From an optimization exercise on the open Yosys and OpenROAD flow, aimed at small area, a short achievable clock period and few clock cycles; shortcuts taken in it are not production practice. Only simulation tests tie the RTL to the original design; equivalence was not proved.

==> build 58 <==
==> flow/design.v <==
module txq_arbiter (
    input  wire        clk,
    input  wire        rst,           
    input  wire        cmd_valid,
    output wire        cmd_ready,
    input  wire [1:0]  cmd_op,        
    input  wire [28:0] cmd_canid,     
    input  wire [5:0]  cmd_count,     
    input  wire [15:0] cmd_tag,       
    input  wire [7:0]  cmd_arg,       
    output reg         rsp_valid,
    output reg  [7:0]  rsp_status,
    output reg  [7:0]  rsp_handle,
    output reg  [28:0] rsp_canid,
    output reg  [15:0] rsp_tag,
    output reg  [7:0]  rsp_next,
    output reg  [5:0]  rsp_count,
    output reg  [5:0]  rsp_size
);
    localparam N = 32;
    localparam [1:0] OP_CONFIG = 2'd0;
    localparam [1:0] OP_PUSH   = 2'd1;
    localparam [1:0] OP_PEEK   = 2'd2;
    localparam [1:0] OP_POP    = 2'd3;
    localparam [7:0] ST_OK        = 8'h00;
    localparam [7:0] ST_INVALID   = 8'h10;
    localparam [7:0] ST_QUEUEFULL = 8'h20;
    localparam [7:0] NONE = 8'hFF;
    reg [5:0]   cap;
    reg [5:0]   size;
    reg [N-1:0] used;                 
    reg [28:0]  cid  [0:N-1];
    reg [15:0]  tg   [0:N-1];
    reg [4:0]   nx   [0:N-1];         
    reg [N-1:0] bef  [0:N-1];         
    reg         busy;                 
    reg [5:0]   krem;                 
    reg        v_q;
    reg [1:0]  op_q;
    reg [28:0] canid_q;
    reg [5:0]  count_q;
    reg [15:0] tag_q;
    reg [7:0]  arg_q;
    wire [5:0] k      = count_q;
    wire [6:0] size_k = {1'b0, size} + {1'b0, k};
    wire       fits   = k != 6'd0 && size_k <= {1'b0, cap};
    wire       exec   = v_q && !busy;
    wire       start  = exec && op_q == OP_PUSH && fits;
    assign cmd_ready = !busy;
    always @(posedge clk) begin
        if (rst)
            v_q <= 1'b0;
        else if (cmd_ready)
            v_q <= cmd_valid;
        if (cmd_ready) begin
            op_q    <= cmd_op;
            canid_q <= cmd_canid;
            count_q <= cmd_count;
            tag_q   <= cmd_tag;
            arg_q   <= cmd_arg;
        end
    end
    wire [N-1:0] free = ~used;
    reg [N-1:0] a1, a2, a3;
    always @(*) begin : c_pfx
        integer i, j, w;
        for (i = 0; i < N; i = i + 1) begin
            a1[i] = (i == 0) ? 1'b0 : free[i-1];
            a2[i] = 1'b0;
            a3[i] = 1'b0;
        end
        for (w = 1; w < N; w = w * 2)
            for (i = 0; i < N; i = i + 1)
                if ((i / w) % 2 == 1) begin
                    j = (i / w) * w - 1;
                    a3[i] = a3[i] | a3[j] | (a2[i] & a1[j]) | (a1[i] & a2[j]);
                    a2[i] = a2[i] | a2[j] | (a1[i] & a1[j]);
                    a1[i] = a1[i] | a1[j];
                end
    end
    wire [N-1:0] l0 = free & ~a1;
    wire [N-1:0] l1 = free & a1 & ~a2;
    wire [N-1:0] l2 = free & a2 & ~a3;
    reg  [4:0]   h0, h1, h2;
    always @(*) begin : c_enc
        integer i;
        h0 = 5'd0; h1 = 5'd0; h2 = 5'd0;
        for (i = 0; i < N; i = i + 1) begin
            h0 = h0 | ({5{l0[i]}} & i[4:0]);
            h1 = h1 | ({5{l1[i]}} & i[4:0]);
            h2 = h2 | ({5{l2[i]}} & i[4:0]);
        end
    end
    wire       batch = start || busy;
    wire [5:0] r     = busy ? krem : k;
    wire [N-1:0] take = l0 | (r >= 6'd2 ? l1 : {N{1'b0}});
    function automatic gt_f(input [28:0] a, input [28:0] b);
        reg [31:0] gg, pp;
        integer x, y;
        begin
            gg = 32'd0;
            pp = {32{1'b1}};
            for (x = 0; x < 29; x = x + 1) begin
                gg[x] = a[x] & ~b[x];
                pp[x] = a[x] | ~b[x];
            end
            for (y = 1; y < 32; y = y * 2)
                for (x = 0; x + y < 32; x = x + 2 * y) begin
                    gg[x] = gg[x+y] | (pp[x+y] & gg[x]);
                    pp[x] = pp[x+y] & pp[x];
                end
            gt_f = gg[0];
        end
    endfunction
    reg [N-1:0] gt;                   
    always @(*) begin : c_gt
        integer i;
        for (i = 0; i < N; i = i + 1)
            gt[i] = free[i] || gt_f(cid[i], canid_q);
    end
    reg [N-1:0] head;
    always @(*) begin : c_head
        integer i, j;
        for (i = 0; i < N; i = i + 1) begin
            head[i] = used[i];
            for (j = 0; j < N; j = j + 1)
                if (j < i && used[j] && bef[j][i])
                    head[i] = 1'b0;
                else if (j > i && used[j] && !bef[i][j])
                    head[i] = 1'b0;
        end
    end
    wire        arg_none = arg_q == NONE;
    wire        use_head = op_q == OP_PEEK || arg_none;
    reg [N-1:0] sel;
    reg [4:0]   sel_h, sel_nx;
    reg [28:0]  sel_id;
    reg [15:0]  sel_tag;
    always @(*) begin : c_sel
        integer i;
        sel_h = 5'd0; sel_nx = 5'd0; sel_id = 29'd0; sel_tag = 16'd0;
        for (i = 0; i < N; i = i + 1) begin
            sel[i]  = use_head ? head[i] : (used[i] && arg_q == i);
            sel_h   = sel_h   | ({5{sel[i]}}  & i[4:0]);
            sel_nx  = sel_nx  | ({5{sel[i]}}  & nx[i]);
            sel_id  = sel_id  | ({29{sel[i]}} & cid[i]);
            sel_tag = sel_tag | ({16{sel[i]}} & tg[i]);
        end
    end
    wire found  = |sel;
    wire pop_ok = exec && op_q == OP_POP && found;
    wire [N-1:0] fz = busy ? {N{1'b0}} : free;
    genvar g, h;
    generate
        for (g = 0; g < N; g = g + 1) begin : slot
            always @(posedge clk) begin
                if (fz[g]) begin
                    cid[g] <= canid_q;
                    tg[g]  <= tag_q;
                end
                if (free[g]) begin
                    if (!a1[g])
                        nx[g] <= r == 6'd1 ? g[4:0] : h1;
                    else
                        nx[g] <= r == 6'd2 ? g[4:0] : h2;
                end
            end
            for (h = g + 1; h < N; h = h + 1) begin : pair
                always @(posedge clk)
                    if (fz[g] || fz[h])
                        bef[g][h] <= fz[g] ? gt[h] : !gt[g];
            end
        end
    endgenerate
    always @(posedge clk) begin
        if (rst) begin
            used <= {N{1'b0}};
            busy <= 1'b0;
        end else begin
            if (batch)  used <= used | take;
            if (pop_ok) used <= used & ~sel;
            busy <= batch && r > 6'd2;
        end
        krem <= r - 6'd2;
    end
    always @(posedge clk) begin
        if (rst) begin
            cap       <= 6'd0;
            size      <= 6'd0;
            rsp_valid <= 1'b0;
        end else begin
            rsp_valid <= exec;
            if (exec && op_q == OP_CONFIG && arg_q <= N)
                cap <= arg_q[5:0];
            if (start)
                size <= size_k[5:0];
            else if (pop_ok)
                size <= size - 6'd1;
        end
        rsp_status <= ST_OK;
        case (op_q)
        OP_CONFIG: if (arg_q > N) rsp_status <= ST_INVALID;
        OP_PUSH:   if (k == 6'd0) rsp_status <= ST_INVALID;
                   else if (!fits) rsp_status <= ST_QUEUEFULL;
        OP_POP:    if (!found && !arg_none) rsp_status <= ST_INVALID;
        default:   ;
        endcase
        rsp_handle <= (op_q == OP_PUSH && fits) ? {3'b000, h0} :
                      (op_q[1] && found) ? {3'b000, sel_h} : NONE;
        rsp_canid  <= op_q[1] ? sel_id  : 29'd0;
        rsp_tag    <= op_q[1] ? sel_tag : 16'd0;
        rsp_next   <= (op_q[1] && found && sel_nx != sel_h) ? {3'b000, sel_nx} : NONE;
        rsp_count  <= (op_q == OP_PUSH && fits) ? k : 6'd0;
        rsp_size   <= start ? size_k[5:0] : pop_ok ? size - 6'd1 : size;
    end
endmodule
==> flow/run.sh <==
#!/bin/bash
# synth_recipe.tcl (not shown) runs the flow's synth.tcl, then flattens the netlist and writes it again
# the make line also repeats each setting of config.mk as NAME=value (left out here)
make -C /OpenROAD-flow-scripts/flow DESIGN_CONFIG=/design/flow/config.mk WORK_HOME=/design/flow/orfs CLKGATE_MAP_FILE= SYNTH_SCRIPT=/design/flow/synth_recipe.tcl finish
==> flow/config.mk <==
export PLATFORM = sky130hd
export DESIGN_NAME = txq_arbiter
export DESIGN_NICKNAME = txq_arbiter
export VERILOG_FILES = /design/flow/design.v
export SDC_FILE = /design/flow/constraint.sdc
export NUM_CORES = 4
export LEC_CHECK = 0
export CAP_MARGIN = 20
export CORE_MARGIN = 2
export CORE_UTILIZATION = 40
export SLEW_MARGIN = 20
==> flow/constraint.sdc <==
create_clock -name core_clock -period 8.0 [get_ports {clk}]
set_input_delay 1.6000 -clock core_clock [delete_from_list [all_inputs] [get_ports {clk}]]
set_output_delay 1.6000 -clock core_clock [all_outputs]
set_load 0.01 [all_outputs]
==> trial 29: changes against build 58 <==
--- a/flow/design.v
+++ b/flow/design.v
@@ -28,4 +28,4 @@
     localparam [7:0] NONE = 8'hFF;
-    reg [5:0]   cap;
     reg [5:0]   size;
+    reg [6:0]   room;                 
     reg [N-1:0] used;                 
@@ -35,2 +35,3 @@
     reg [N-1:0] bef  [0:N-1];         
+    reg [N-1:0] head;                 
     reg         busy;                 
@@ -43,5 +44,23 @@
     reg [7:0]  arg_q;
+    function automatic le6_f(input [5:0] a, input [5:0] b);
+        reg [7:0] gg, pp;
+        integer x, y;
+        begin
+            gg = 8'd0;
+            pp = 8'hFF;
+            for (x = 0; x < 6; x = x + 1) begin
+                gg[x] = a[x] & ~b[x];
+                pp[x] = a[x] | ~b[x];
+            end
+            for (y = 1; y < 8; y = y * 2)
+                for (x = 0; x + y < 8; x = x + 2 * y) begin
+                    gg[x] = gg[x+y] | (pp[x+y] & gg[x]);
+                    pp[x] = pp[x+y] & pp[x];
+                end
+            le6_f = ~gg[0];
+        end
+    endfunction
     wire [5:0] k      = count_q;
     wire [6:0] size_k = {1'b0, size} + {1'b0, k};
-    wire       fits   = k != 6'd0 && size_k <= {1'b0, cap};
+    wire       fits   = k != 6'd0 && !room[6] && le6_f(k, room[5:0]);
     wire       exec   = v_q && !busy;
@@ -120,14 +139,16 @@
     end
-    reg [N-1:0] head;
-    always @(*) begin : c_head
+    wire [N-1:0] rest = used & ~head;
+    reg  [N-1:0] second;
+    always @(*) begin : c_second
         integer i, j;
         for (i = 0; i < N; i = i + 1) begin
-            head[i] = used[i];
+            second[i] = rest[i];
             for (j = 0; j < N; j = j + 1)
-                if (j < i && used[j] && bef[j][i])
-                    head[i] = 1'b0;
-                else if (j > i && used[j] && !bef[i][j])
-                    head[i] = 1'b0;
-        end
-    end
+                if (j < i && rest[j] && bef[j][i])
+                    second[i] = 1'b0;
+                else if (j > i && rest[j] && !bef[i][j])
+                    second[i] = 1'b0;
+        end
+    end
+    wire nole = &gt;
     wire        arg_none = arg_q == NONE;
@@ -151,2 +172,3 @@
     wire pop_ok = exec && op_q == OP_POP && found;
+    wire pop_head = pop_ok && |(sel & head);
     wire [N-1:0] fz = busy ? {N{1'b0}} : free;
@@ -177,4 +199,7 @@
             used <= {N{1'b0}};
+            head <= {N{1'b0}};
             busy <= 1'b0;
         end else begin
+            if (start && nole) head <= l0;
+            if (pop_head)      head <= second;
             if (batch)  used <= used | take;
@@ -187,3 +212,3 @@
         if (rst) begin
-            cap       <= 6'd0;
+            room      <= 7'd0;
             size      <= 6'd0;
@@ -193,7 +218,10 @@
             if (exec && op_q == OP_CONFIG && arg_q <= N)
-                cap <= arg_q[5:0];
-            if (start)
+                room <= {1'b0, arg_q[5:0]} - {1'b0, size};
+            if (start) begin
                 size <= size_k[5:0];
-            else if (pop_ok)
+                room <= room - {1'b0, k};
+            end else if (pop_ok) begin
                 size <= size - 6'd1;
+                room <= room + 7'd1;
+            end
         end
SETUP_SLACK_MARGIN = 3.75   (was default)
==> notes <==
- Against trial 29, the clock skew of build 58 is higher by 0.0040 ns.
- Between build 58 and trial 29, the lower flip-flop and latch count is in build 58 (gap 33).
- In build 58 the hold slack is better than in trial 29, by 0.0011 ns.
- Build 58 finished clean. Trial 29 went through all stages and came out clean.
- Against trial 29, the register-to-register slack of build 58 is worse by 2.0 ns.
Testbench counts of build 58, summed over its fixed seeds: cycles 33,593.
Testbench counts of trial 29, summed over its fixed seeds: cycles 33,593.

## static timing again, ports no longer ideal
In the flow no input, the clock included, has a driving cell. The finished layouts below were timed again as built, in two steps. Step 1 (the two cells are an assumption about what drives the block):
set clk [get_ports {clk}]
set_driving_cell -lib_cell sky130_fd_sc_hd__clkbuf_16 $clk
set_driving_cell -lib_cell sky130_fd_sc_hd__buf_2 [delete_from_list [all_inputs] $clk]
Step 2 adds t to the input delays and takes it off the output delays; t is the mean of the earliest and latest rising clock arrival at the registers after step 1. Input paths then give back, and output paths get back, about the clock's delay inside the block. a / b / c = ideal / step 1 / step 2; a / b = the first two.
| run | t (ns) | setup WS [ns] | worst data-port slew with drivers (ns) | pins driven straight from the clock port |
|---|---|---|---|---|
| build 58 | 1.038 | 1.576 / 1.576 / 1.576 | 0.07 | 1 |
| trial 29 | 1.026 | 3.530 / 3.530 / 3.530 | 0.11 | 1 |
After both steps setup and hold are still met in every run listed.
